What follows belongs to an exercise in optimizing a design on an open flow for small area, a short achievable clock period and few clock cycles per item; a production flow would make more cautious choices. In this exercise RTL edits were held to simulation tests only and were not proved equivalent to the original. Power figures rest on the tool's default switching activity, not on a simulated workload.

==> 11-28 <==
==> flow/design.v <==
module l2_fwd #(
    parameter N_PORTS         = 8,
    parameter PORT_BITS       = 3,
    parameter CAM_ENTRIES     = 32,
    parameter CAM_BITS        = 5,
    parameter MAX_FRAME_BYTES = 1518,
    parameter [15:0] TPID_RESET = 16'h8200
) (
    input  wire                 clk,
    input  wire                 rst,
    input  wire                 cfg_we,
    input  wire [3:0]           cfg_addr,
    input  wire [31:0]          cfg_wdata,
    input  wire                 in_valid,
    output wire                 in_ready,
    input  wire [PORT_BITS-1:0] in_port,
    input  wire [10:0]          in_len,
    input  wire [47:0]          in_dst,    
    input  wire [47:0]          in_src,    
    input  wire [31:0]          in_hdr,    
    output reg                  out_valid,
    output reg  [2:0]           out_disp,
    output reg  [PORT_BITS-1:0] out_port,
    output reg  [N_PORTS-1:0]   out_admit,
    output reg  [N_PORTS-1:0]   out_insert,
    output reg  [N_PORTS-1:0]   out_strip,
    output reg  [15:0]          out_tci,
    output reg                  out_learn_fail
);
    localparam [2:0] D_FWD_UNICAST      = 3'd1;
    localparam [2:0] D_FWD_FLOOD        = 3'd2;
    localparam [2:0] D_FILTERED         = 3'd3;
    localparam [2:0] D_DROP_RUNT        = 3'd4;
    localparam [2:0] D_DROP_TAGGED_RUNT = 3'd5;
    localparam [2:0] D_DROP_OVERSIZE    = 3'd6;
    localparam INS_STEP = 8;
    localparam N_INS    = CAM_ENTRIES / INS_STEP;
    function [3:0] nib_sum4;
        input [15:0] m;
        begin
            nib_sum4 = (m[3:0] + m[7:4]) + (m[11:8] + m[15:12]);
        end
    endfunction
    reg [N_PORTS-1:0] port_trunk;
    reg [11:0]        port_vlan [0:N_PORTS-1];
    reg [N_PORTS-1:0] admin_down;
    reg [15:0]        tpid;
    reg               exit_check_en;
    wire              cam_flush = cfg_we && (cfg_addr == 4'd11);
    integer p;
    always @(posedge clk) begin
        if (rst) begin
            port_trunk    <= {N_PORTS{1'b0}};
            admin_down    <= {N_PORTS{1'b0}};
            tpid          <= TPID_RESET;
            exit_check_en <= 1'b1;
            for (p = 0; p < N_PORTS; p = p + 1)
                port_vlan[p] <= 12'd0;
        end else if (cfg_we) begin
            if (cfg_addr < N_PORTS) begin
                port_trunk[cfg_addr[PORT_BITS-1:0]] <= cfg_wdata[0];
                port_vlan[cfg_addr[PORT_BITS-1:0]]  <= cfg_wdata[27:16];
            end
            if (cfg_addr == 4'd8)  admin_down    <= cfg_wdata[N_PORTS-1:0];
            if (cfg_addr == 4'd9)  tpid          <= cfg_wdata[15:0];
            if (cfg_addr == 4'd10) exit_check_en <= cfg_wdata[0];
        end
    end
    wire        i_tagged   = (in_hdr[31:16] == tpid);
    wire [2:0]  i_drop     =
        (in_len > MAX_FRAME_BYTES)     ? D_DROP_OVERSIZE    :
        (in_len < 11'd14)              ? D_DROP_RUNT        :
        (i_tagged && in_len < 11'd18)  ? D_DROP_TAGGED_RUNT : 3'd0;
    wire        i_trunk    = port_trunk[in_port];
    wire        i_vid_ok   = i_trunk ? i_tagged : 1'b1;      
    wire [11:0] i_vid      = i_trunk ? in_hdr[11:0] : port_vlan[in_port];
    reg                 r_valid;
    reg                 r_fwd;       
    reg [PORT_BITS-1:0] r_port;
    reg [2:0]           r_drop;
    reg                 r_tagged;
    reg                 r_vid_ok;
    reg [11:0]          r_vid;
    reg [11:0]          r_xs;        
    reg [11:0]          r_xd;        
    reg [47:0]          r_dst;
    reg [47:0]          r_src;
    wire stall;                      
    reg  pe_valid;                   
    assign in_ready = !pe_valid;
    always @(posedge clk) begin
        if (rst) begin
            r_valid <= 1'b0;
            r_fwd   <= 1'b0;
        end else if (pe_valid) begin
            r_valid <= stall;
            r_fwd   <= stall;
        end else begin
            r_valid <= in_valid;
            r_fwd   <= in_valid && (i_drop == 3'd0);
        end
        if (!pe_valid) begin
            r_port   <= in_port;
            r_drop   <= i_drop;
            r_tagged <= i_tagged;
            r_vid_ok <= i_vid_ok;
            r_vid    <= i_vid;
            r_xs     <= i_trunk ? {in_hdr[15:12], 8'd0} :
                        {nib_sum4(in_src[47:32]), nib_sum4(in_src[31:16]), nib_sum4(in_src[15:0])};
            r_xd     <= {nib_sum4(in_dst[47:32]), nib_sum4(in_dst[31:16]), nib_sum4(in_dst[15:0])};
            r_dst    <= in_dst;
            r_src    <= in_src;
        end
    end
    wire fwd = r_fwd;
    reg [CAM_ENTRIES-1:0] ring_valid;
    reg [47:0]            ring_mac  [0:CAM_ENTRIES-1];
    reg [PORT_BITS-1:0]   ring_port [0:CAM_ENTRIES-1];
    reg [47:0]            pe_mac;
    reg [PORT_BITS-1:0]   pe_port;
    reg [CAM_BITS:0]      count;         
    wire                  full = count[CAM_BITS];
    wire [CAM_ENTRIES-1:0] src_match;
    wire [CAM_ENTRIES-1:0] dst_match;
    genvar g;
    generate
        for (g = 0; g < CAM_ENTRIES; g = g + 1) begin : g_cam
            assign src_match[g] = ring_valid[g] && (ring_mac[g] == r_src);
            assign dst_match[g] = ring_valid[g] && (ring_mac[g] == r_dst);
        end
    endgenerate
    wire pe_src_match = pe_valid && (pe_mac == r_src);
    wire pe_dst_match = pe_valid && (pe_mac == r_dst);
    wire src_hit    = |src_match || pe_src_match;
    wire learn_fail = !src_hit && full;
    wire need_alloc = fwd && !src_hit && !full;
    wire [N_INS-1:0] ins_free;
    wire [N_INS-1:0] ins_sel;
    generate
        for (g = 0; g < N_INS; g = g + 1) begin : g_ins
            assign ins_free[g] = !ring_valid[(g * INS_STEP + CAM_ENTRIES - 1) % CAM_ENTRIES];
            if (g == 0) begin : g_first
                assign ins_sel[g] = ins_free[g];
            end else begin : g_rest
                assign ins_sel[g] = ins_free[g] && !(|ins_free[g-1:0]);
            end
        end
    endgenerate
    wire any_free = |ins_free;
    wire drain    = pe_valid && any_free;                    
    wire x_direct = need_alloc && !pe_valid && any_free;     
    wire x_to_pe  = need_alloc && (pe_valid ? any_free : !any_free);
    assign stall  = need_alloc && pe_valid && !any_free;
    wire ring_ins = drain || x_direct;
    wire pe_hold  = pe_valid && !any_free;                   
    wire [PORT_BITS-1:0] pe_port_now = (fwd && pe_src_match) ? r_port : pe_port;
    wire [47:0]          ins_mac  = pe_valid ? pe_mac : r_src;
    wire [PORT_BITS-1:0] ins_port = pe_valid ? pe_port_now : r_port;
    wire [CAM_ENTRIES-1:0] dst_other = dst_match & ~src_match;
    wire                   pe_dst_other = pe_dst_match && !pe_src_match;
    wire                   dst_hit   = |dst_other || pe_dst_other;
    reg  [PORT_BITS-1:0]   q;
    integer k;
    always @(*) begin
        q = pe_port & {PORT_BITS{pe_dst_other}};
        for (k = 0; k < CAM_ENTRIES; k = k + 1)
            q = q | (ring_port[k] & {PORT_BITS{dst_other[k]}});
    end
    integer e, s, ii;
    always @(posedge clk) begin
        for (e = 0; e < CAM_ENTRIES; e = e + 1) begin
            s = (e + CAM_ENTRIES - 1) % CAM_ENTRIES;
            ring_mac[e]   <= ring_mac[s];
            ring_port[e]  <= (fwd && src_match[s]) ? r_port : ring_port[s];
            ring_valid[e] <= ring_valid[s];
        end
        for (ii = 0; ii < N_INS; ii = ii + 1) begin
            if (ins_free[ii]) begin
                ring_mac[ii * INS_STEP]  <= ins_mac;
                ring_port[ii * INS_STEP] <= ins_port;
            end
            if (ring_ins && ins_sel[ii])
                ring_valid[ii * INS_STEP] <= 1'b1;
        end
        if (rst || cam_flush)
            ring_valid <= {CAM_ENTRIES{1'b0}};
    end
    always @(posedge clk) begin
        if (!pe_hold) begin
            pe_mac  <= r_src;
            pe_port <= r_port;
        end else begin
            pe_port <= pe_port_now;
        end
        if (rst || cam_flush) begin
            pe_valid <= 1'b0;
            count    <= {(CAM_BITS+1){1'b0}};
        end else begin
            if (x_to_pe)
                pe_valid <= 1'b1;
            else if (drain)
                pe_valid <= 1'b0;
            if (need_alloc && !stall)
                count <= count + 1'b1;
        end
    end
    wire [3:0] fexit    = r_xs[3:0] + r_xs[7:4] + r_xs[11:8];
    wire [3:0] dst_exit = r_xd[3:0] + r_xd[7:4] + r_xd[11:8];
    reg  [N_PORTS-1:0] r_vmatch;    
    integer v;
    always @(*)
        for (v = 0; v < N_PORTS; v = v + 1)
            r_vmatch[v] = r_vid_ok && (r_vid == port_vlan[v]);
    reg                 s_valid;
    reg [2:0]           s_drop;
    reg [PORT_BITS-1:0] s_port;
    reg                 s_dst_mc;        
    reg                 s_dst_hit;
    reg [PORT_BITS-1:0] s_q;
    reg                 s_learn_fail;
    reg [N_PORTS-1:0]   s_vmatch;
    reg                 s_exit_ok;
    reg                 s_tagged;
    reg [15:0]          s_tci;
    always @(posedge clk) begin
        if (rst)
            s_valid <= 1'b0;
        else
            s_valid <= r_valid && !stall;
        s_drop       <= r_drop;
        s_port       <= r_port;
        s_dst_mc     <= r_dst[40];
        s_dst_hit    <= dst_hit;
        s_q          <= q;
        s_learn_fail <= learn_fail;
        s_vmatch     <= r_vmatch;
        s_exit_ok    <= !exit_check_en || (fexit == dst_exit);
        s_tagged     <= r_tagged;
        s_tci        <= r_vid_ok ? {fexit, r_vid} : 16'hFFFF;
    end
    wire ucast = !s_dst_mc && s_dst_hit && (s_q != s_port);
    reg [N_PORTS-1:0] cand;
    reg [N_PORTS-1:0] admit;
    integer o;
    always @(*) begin
        for (o = 0; o < N_PORTS; o = o + 1) begin
            if (ucast)
                cand[o] = (s_q == o[PORT_BITS-1:0]);
            else
                cand[o] = (s_port != o[PORT_BITS-1:0]);
            cand[o] = cand[o] && !admin_down[o];
            if (port_trunk[o])
                admit[o] = cand[o];
            else
                admit[o] = cand[o] && s_vmatch[o] && (!ucast || s_exit_ok);
        end
    end
    always @(posedge clk) begin
        if (rst)
            out_valid <= 1'b0;
        else
            out_valid <= s_valid;
        out_port <= s_port;
        out_tci  <= s_tci;
        if (s_drop != 3'd0) begin
            out_disp       <= s_drop;
            out_admit      <= {N_PORTS{1'b0}};
            out_insert     <= {N_PORTS{1'b0}};
            out_strip      <= {N_PORTS{1'b0}};
            out_learn_fail <= 1'b0;
        end else begin
            out_disp       <= (admit == {N_PORTS{1'b0}}) ? D_FILTERED :
                              ucast ? D_FWD_UNICAST : D_FWD_FLOOD;
            out_admit      <= admit;
            out_insert     <= admit & port_trunk & {N_PORTS{!s_tagged}};
            out_strip      <= admit & ~port_trunk & {N_PORTS{s_tagged}};
            out_learn_fail <= s_learn_fail;
        end
    end
endmodule
==> flow/flow/run.sh <==
#!/bin/bash
# Standard ORFS layout, with timing repair aimed well below the 12 ns clock
# (the constraints are unchanged; only how hard repair_timing works). Each
# make step keeps its own log under orfs/logs; the make output goes to
# standard_flow.log.
set -euo pipefail
export SETUP_SLACK_MARGIN=7.9
export TNS_END_PERCENT=10
export SKIP_LAST_GASP=1
bash standard.sh > standard_flow.log 2>&1
==> flow/standard.sh <==
#!/bin/bash
# synth_recipe.tcl (not shown) runs the flow's synth.tcl, then flattens the netlist and writes it again
# the make line also repeats each setting of config.mk as NAME=value (left out here)
make -C /OpenROAD-flow-scripts/flow DESIGN_CONFIG=/design/flow/config.mk WORK_HOME=/design/flow/orfs CLKGATE_MAP_FILE= SYNTH_SCRIPT=/design/flow/synth_recipe.tcl "${@:-finish}"
==> flow/config.mk <==
export PLATFORM = sky130hd
export DESIGN_NAME = l2_fwd
export DESIGN_NICKNAME = l2_fwd
export VERILOG_FILES = /design/flow/design.v
export SDC_FILE = /design/flow/constraint.sdc
export NUM_CORES = 4
export LEC_CHECK = 0
export CAP_MARGIN = 20
export CORE_MARGIN = 2
export CORE_UTILIZATION = 40
export SLEW_MARGIN = 20
==> flow/constraint.sdc <==
create_clock -name core_clock -period 12.0 [get_ports {clk}]
set_input_delay 2.4000 -clock core_clock [delete_from_list [all_inputs] [get_ports {clk}]]
set_output_delay 2.4000 -clock core_clock [all_outputs]
set_load 0.01 [all_outputs]
==> inputs of 01-08, as changes to 11-28 <==
==> flow/design.v, changed modules only <==
module l2_fwd #(
    parameter N_PORTS         = 8,
    parameter PORT_BITS       = 3,
    parameter CAM_ENTRIES     = 32,
    parameter CAM_BITS        = 5,
    parameter MAX_FRAME_BYTES = 1518,
    parameter [15:0] TPID_RESET = 16'h8200
) (
    input  wire                 clk,
    input  wire                 rst,
    input  wire                 cfg_we,
    input  wire [3:0]           cfg_addr,
    input  wire [31:0]          cfg_wdata,
    input  wire                 in_valid,
    output wire                 in_ready,
    input  wire [PORT_BITS-1:0] in_port,
    input  wire [10:0]          in_len,
    input  wire [47:0]          in_dst,    
    input  wire [47:0]          in_src,    
    input  wire [31:0]          in_hdr,    
    output reg                  out_valid,
    output reg  [2:0]           out_disp,
    output reg  [PORT_BITS-1:0] out_port,
    output reg  [N_PORTS-1:0]   out_admit,
    output reg  [N_PORTS-1:0]   out_insert,
    output reg  [N_PORTS-1:0]   out_strip,
    output reg  [15:0]          out_tci,
    output reg                  out_learn_fail
);
    localparam [2:0] D_FWD_UNICAST      = 3'd1;
    localparam [2:0] D_FWD_FLOOD        = 3'd2;
    localparam [2:0] D_FILTERED         = 3'd3;
    localparam [2:0] D_DROP_RUNT        = 3'd4;
    localparam [2:0] D_DROP_TAGGED_RUNT = 3'd5;
    localparam [2:0] D_DROP_OVERSIZE    = 3'd6;
    localparam INS_STEP = 8;
    localparam N_INS    = CAM_ENTRIES / INS_STEP;
    function [3:0] nib_sum3;
        input [11:0] m;
        begin
            nib_sum3 = m[3:0] + m[7:4] + m[11:8];
        end
    endfunction
    function [15:0] exit_parts;
        input [47:0] m;
        begin
            exit_parts = {nib_sum3(m[47:36]), nib_sum3(m[35:24]),
                          nib_sum3(m[23:12]), nib_sum3(m[11:0])};
        end
    endfunction
    function [3:0] exit_join;
        input [15:0] x;
        begin
            exit_join = (x[3:0] + x[7:4]) + (x[11:8] + x[15:12]);
        end
    endfunction
    reg [N_PORTS-1:0] port_trunk;
    reg [11:0]        port_vlan [0:N_PORTS-1];
    reg [N_PORTS-1:0] admin_down;
    reg [15:0]        tpid;
    reg               exit_check_en;
    wire              cam_flush = cfg_we && (cfg_addr == 4'd11);
    integer p;
    always @(posedge clk) begin
        if (rst) begin
            port_trunk    <= {N_PORTS{1'b0}};
            admin_down    <= {N_PORTS{1'b0}};
            tpid          <= TPID_RESET;
            exit_check_en <= 1'b1;
            for (p = 0; p < N_PORTS; p = p + 1)
                port_vlan[p] <= 12'd0;
        end else if (cfg_we) begin
            if (cfg_addr < N_PORTS) begin
                port_trunk[cfg_addr[PORT_BITS-1:0]] <= cfg_wdata[0];
                port_vlan[cfg_addr[PORT_BITS-1:0]]  <= cfg_wdata[27:16];
            end
            if (cfg_addr == 4'd8)  admin_down    <= cfg_wdata[N_PORTS-1:0];
            if (cfg_addr == 4'd9)  tpid          <= cfg_wdata[15:0];
            if (cfg_addr == 4'd10) exit_check_en <= cfg_wdata[0];
        end
    end
    wire        i_tagged   = (in_hdr[31:16] == tpid);
    wire [2:0]  i_drop     =
        (in_len > MAX_FRAME_BYTES)     ? D_DROP_OVERSIZE    :
        (in_len < 11'd14)              ? D_DROP_RUNT        :
        (i_tagged && in_len < 11'd18)  ? D_DROP_TAGGED_RUNT : 3'd0;
    wire        i_trunk    = port_trunk[in_port];
    wire        i_vid_ok   = i_trunk ? i_tagged : 1'b1;      
    reg                 r_valid;
    reg                 r_fwd;       
    reg [PORT_BITS-1:0] r_port;
    reg [2:0]           r_drop;
    reg                 r_tagged;
    reg                 r_vid_ok;
    reg                 r_trunk;     
    reg [11:0]          r_hvid;      
    reg [15:0]          r_xs;        
    reg [15:0]          r_xd;        
    reg [47:0]          r_dst;
    reg [47:0]          r_src;
    wire stall;                      
    reg  pe_valid;                   
    reg  in_ready_q;
    assign in_ready = in_ready_q;
    always @(posedge clk) begin
        if (rst) begin
            r_valid <= 1'b0;
            r_fwd   <= 1'b0;
        end else if (pe_valid) begin
            r_valid <= stall;
            r_fwd   <= stall;
        end else begin
            r_valid <= in_valid;
            r_fwd   <= in_valid && (i_drop == 3'd0);
        end
        if (!pe_valid) begin
            r_port   <= in_port;
            r_drop   <= i_drop;
            r_tagged <= i_tagged;
            r_vid_ok <= i_vid_ok;
            r_trunk  <= i_trunk;
            r_hvid   <= in_hdr[11:0];
            r_xs     <= i_trunk ? {12'd0, in_hdr[15:12]} : exit_parts(in_src);
            r_xd     <= exit_parts(in_dst);
            r_dst    <= in_dst;
            r_src    <= in_src;
        end
    end
    wire fwd = r_fwd;
    reg [CAM_ENTRIES-1:0] ring_valid;
    reg [47:0]            ring_mac  [0:CAM_ENTRIES-1];
    reg [PORT_BITS-1:0]   ring_port [0:CAM_ENTRIES-1];
    reg [47:0]            pe_mac;
    reg [PORT_BITS-1:0]   pe_port;
    reg [CAM_BITS:0]      count;         
    wire                  full = count[CAM_BITS];
    wire [CAM_ENTRIES-1:0] src_match;
    wire [CAM_ENTRIES-1:0] dst_match;
    genvar g;
    generate
        for (g = 0; g < CAM_ENTRIES; g = g + 1) begin : g_cam
            assign src_match[g] = ring_valid[g] && (ring_mac[g] == r_src);
            assign dst_match[g] = ring_valid[g] && (ring_mac[g] == r_dst);
        end
    endgenerate
    wire pe_src_match = pe_valid && (pe_mac == r_src);
    wire pe_dst_match = pe_valid && (pe_mac == r_dst);
    wire src_hit    = |src_match || pe_src_match;
    wire learn_fail = !src_hit && full;
    wire need_alloc = fwd && !src_hit && !full;
    wire [N_INS-1:0] ins_free;
    wire [N_INS-1:0] ins_sel;
    generate
        for (g = 0; g < N_INS; g = g + 1) begin : g_ins
            assign ins_free[g] = !ring_valid[(g * INS_STEP + CAM_ENTRIES - 1) % CAM_ENTRIES];
            if (g == 0) begin : g_first
                assign ins_sel[g] = ins_free[g];
            end else begin : g_rest
                assign ins_sel[g] = ins_free[g] && !(|ins_free[g-1:0]);
            end
        end
    endgenerate
    wire any_free = |ins_free;
    wire drain    = pe_valid && any_free;                    
    wire x_direct = need_alloc && !pe_valid && any_free;     
    wire x_to_pe  = need_alloc && (pe_valid ? any_free : !any_free);
    assign stall  = need_alloc && pe_valid && !any_free;
    wire ring_ins = drain || x_direct;
    wire pe_hold  = pe_valid && !any_free;                   
    wire [PORT_BITS-1:0] pe_port_now = (fwd && pe_src_match) ? r_port : pe_port;
    wire [47:0]          ins_mac  = pe_valid ? pe_mac : r_src;
    wire [PORT_BITS-1:0] ins_port = pe_valid ? pe_port_now : r_port;
    wire [CAM_ENTRIES-1:0] dst_other = dst_match & ~src_match;
    wire                   pe_dst_other = pe_dst_match && !pe_src_match;
    integer e, s, ii;
    always @(posedge clk) begin
        for (e = 0; e < CAM_ENTRIES; e = e + 1) begin
            s = (e + CAM_ENTRIES - 1) % CAM_ENTRIES;
            ring_mac[e]   <= ring_mac[s];
            ring_port[e]  <= (fwd && src_match[s]) ? r_port : ring_port[s];
            ring_valid[e] <= ring_valid[s];
        end
        for (ii = 0; ii < N_INS; ii = ii + 1) begin
            if (ins_free[ii]) begin
                ring_mac[ii * INS_STEP]  <= ins_mac;
                ring_port[ii * INS_STEP] <= ins_port;
            end
            if (ring_ins && ins_sel[ii])
                ring_valid[ii * INS_STEP] <= 1'b1;
        end
        if (rst || cam_flush)
            ring_valid <= {CAM_ENTRIES{1'b0}};
    end
    always @(posedge clk) begin
        if (!pe_hold) begin
            pe_mac  <= r_src;
            pe_port <= r_port;
        end else begin
            pe_port <= pe_port_now;
        end
        if (rst || cam_flush) begin
            pe_valid <= 1'b0;
            in_ready_q <= 1'b1;
            count    <= {(CAM_BITS+1){1'b0}};
        end else begin
            if (x_to_pe)
                pe_valid <= 1'b1;
            else if (drain)
                pe_valid <= 1'b0;
            if (x_to_pe)
                in_ready_q <= 1'b0;
            else if (drain)
                in_ready_q <= 1'b1;
            if (need_alloc && !stall)
                count <= count + 1'b1;
        end
    end
    wire [3:0]  fexit    = exit_join(r_xs);
    wire [3:0]  dst_exit = exit_join(r_xd);
    wire [11:0] r_vid    = r_trunk ? r_hvid : port_vlan[r_port];
    reg  [N_PORTS-1:0] r_vmatch;    
    integer v;
    always @(*)
        for (v = 0; v < N_PORTS; v = v + 1)
            r_vmatch[v] = r_vid_ok && (r_vid == port_vlan[v]);
    reg                 s_valid;
    reg [2:0]           s_drop;
    reg [PORT_BITS-1:0] s_port;
    reg                 s_dst_mc;        
    reg [CAM_ENTRIES-1:0] s_dst_other;   
    reg                 s_pe_dst;        
    reg [PORT_BITS-1:0] s_pe_port;
    reg                 s_learn_fail;
    reg [N_PORTS-1:0]   s_vmatch;
    reg                 s_exit_ok;
    reg                 s_tagged;
    reg [15:0]          s_tci;
    always @(posedge clk) begin
        if (rst)
            s_valid <= 1'b0;
        else
            s_valid <= r_valid && !stall;
        s_drop       <= r_drop;
        s_port       <= r_port;
        s_dst_mc     <= r_dst[40];
        s_dst_other  <= dst_other;
        s_pe_dst     <= pe_dst_other;
        s_pe_port    <= pe_port;
        s_learn_fail <= learn_fail;
        s_vmatch     <= r_vmatch;
        s_exit_ok    <= !exit_check_en || (fexit == dst_exit);
        s_tagged     <= r_tagged;
        s_tci        <= r_vid_ok ? {fexit, r_vid} : 16'hFFFF;
    end
    wire s_dst_hit = |s_dst_other || s_pe_dst;
    reg  [PORT_BITS-1:0] s_q;
    integer k2;
    always @(*) begin
        s_q = s_pe_port & {PORT_BITS{s_pe_dst}};
        for (k2 = 0; k2 < CAM_ENTRIES; k2 = k2 + 1)
            s_q = s_q | (ring_port[(k2 + 1) % CAM_ENTRIES] & {PORT_BITS{s_dst_other[k2]}});
    end
    wire ucast = !s_dst_mc && s_dst_hit && (s_q != s_port);
    reg [N_PORTS-1:0] cand;
    reg [N_PORTS-1:0] admit;
    integer o;
    always @(*) begin
        for (o = 0; o < N_PORTS; o = o + 1) begin
            if (ucast)
                cand[o] = (s_q == o[PORT_BITS-1:0]);
            else
                cand[o] = (s_port != o[PORT_BITS-1:0]);
            cand[o] = cand[o] && !admin_down[o];
            if (port_trunk[o])
                admit[o] = cand[o];
            else
                admit[o] = cand[o] && s_vmatch[o] && (!ucast || s_exit_ok);
        end
    end
    always @(posedge clk) begin
        if (rst)
            out_valid <= 1'b0;
        else
            out_valid <= s_valid;
        out_port <= s_port;
        out_tci  <= s_tci;
        if (s_drop != 3'd0) begin
            out_disp       <= s_drop;
            out_admit      <= {N_PORTS{1'b0}};
            out_insert     <= {N_PORTS{1'b0}};
            out_strip      <= {N_PORTS{1'b0}};
            out_learn_fail <= 1'b0;
        end else begin
            out_disp       <= (admit == {N_PORTS{1'b0}}) ? D_FILTERED :
                              ucast ? D_FWD_UNICAST : D_FWD_FLOOD;
            out_admit      <= admit;
            out_insert     <= admit & port_trunk & {N_PORTS{!s_tagged}};
            out_strip      <= admit & ~port_trunk & {N_PORTS{s_tagged}};
            out_learn_fail <= s_learn_fail;
        end
    end
endmodule
==> flow/flow/run.sh (replaced) <==
#!/bin/bash
# Standard ORFS layout, with timing repair aimed well below the 12 ns clock
# (the constraints are unchanged; only how hard repair_timing works), and
# the port buffers made of plain buffers rather than delay cells. Each make
# step keeps its own log under orfs/logs; the make output goes to
# standard_flow.log.
set -euo pipefail
export SETUP_SLACK_MARGIN=8.2
export TNS_END_PERCENT=100
export SKIP_LAST_GASP=1
export BUFFER_PORTS_ARGS="-buffer_cell sky130_fd_sc_hd__buf_2"
bash standard.sh > standard_flow.log 2>&1
CTS_CLUSTER_DIAMETER = 100   (was unset)
CTS_CLUSTER_SIZE = 25   (was unset)
==> inputs of 02-18, as changes to 11-28 <==
==> flow/flow/run.sh (replaced) <==
#!/bin/bash
# Standard ORFS layout, with timing repair aimed well below the 12 ns clock
# (the constraints are unchanged; only how hard repair_timing works), and
# the port buffers made of plain buffers rather than delay cells. Each make
# step keeps its own log under orfs/logs; the make output goes to
# standard_flow.log.
set -euo pipefail
export SETUP_SLACK_MARGIN=8.3
export TNS_END_PERCENT=100
export SKIP_LAST_GASP=1
export BUFFER_PORTS_ARGS="-buffer_cell sky130_fd_sc_hd__buf_4"
bash standard.sh > standard_flow.log 2>&1
==> notes <==
11-28 ran to the end with no violations. 01-08 finished clean. 02-18 completed with no timing, DRC or antenna violations. Between 11-28 and 02-18, the lower clock-buffer cell count is in 11-28 (gap 28). The lowest register-to-register slack belongs to 11-28, the highest to 02-18. Hold slack, highest first: 01-08, 02-18, 11-28. The lowest clock power belongs to 01-08, the highest to 02-18. Sequential power is about the same in 11-28 and 02-18. Non-clock buffer count, lowest first: 11-28, 01-08, 02-18.
==> figures <==
quantity                                                          11-28           01-08           02-18
Number of multi-input combinational cells in the layout            5735            5682            5735
Sequential share of cell area                                     40.6%           42.9%           38.7%
Vias in the first global route                                    74.1k           72.1k           76.5k
Total via count in the routed design                              79.6k           78.3k           83.2k
Number of standard cells after synthesis                           8502            8512            8502
Signal buffers                                                      567             677             897
Kind of critical path                                           reg2reg         reg2reg         reg2out
Met3 Wirelength                                                 88.4 mm         80.0 mm         94.8 mm
Tmin final                                                      4.38 ns         4.24 ns         4.01 ns
Maximum frequency from static timing analysis                 0.228 GHz       0.236 GHz       0.249 GHz
Int Power                                                       12.7 mW         10.3 mW         13.1 mW
EDFF count, synth                                                   284             293             284
Critical Path Sink Type                                       flip-flop       flip-flop     output port
Status                                                   finished clean  finished clean  finished clean
Testbench counts of 11-28, summed over its fixed seeds: cycles 12,134, frames 12,000.
Testbench counts of 01-08, summed over its fixed seeds: cycles 12,134, frames 12,000.
Testbench counts of 02-18, summed over its fixed seeds: cycles 12,134, frames 12,000.

[afterwards: timing with drivers on the ports]
The flow's constraints put no driver on any port. The routed layouts listed below were extracted and timed again, unchanged, in two steps. Step 1 assumes that a clkbuf_16 drives the clock port and a buf_2 every other input. Step 2 also shifts input and output timing later by t, the mid clock arrival at the registers, as if the neighbouring blocks saw the same clock. Three values: ideal, step 1, step 2; two values: the first two.
| run | shift t [ns] | slack for setup (ns) | worst slew at a driven data input, ns |
|---|---|---|---|
| 11-28 | 1.002 | 7.621 / 7.621 / 6.888 | 0.07 |
| 01-08 | 0.944 | 7.762 / 7.762 / 7.435 | 0.07 |
| 02-18 | 1.012 | 7.991 / 7.902 / 7.072 | 0.06 |
After both steps every run listed still meets setup and hold. For 02-18, which loses most, drivers alone change the setup slack by -0.089 ns; drivers and shift together by -0.919 ns.
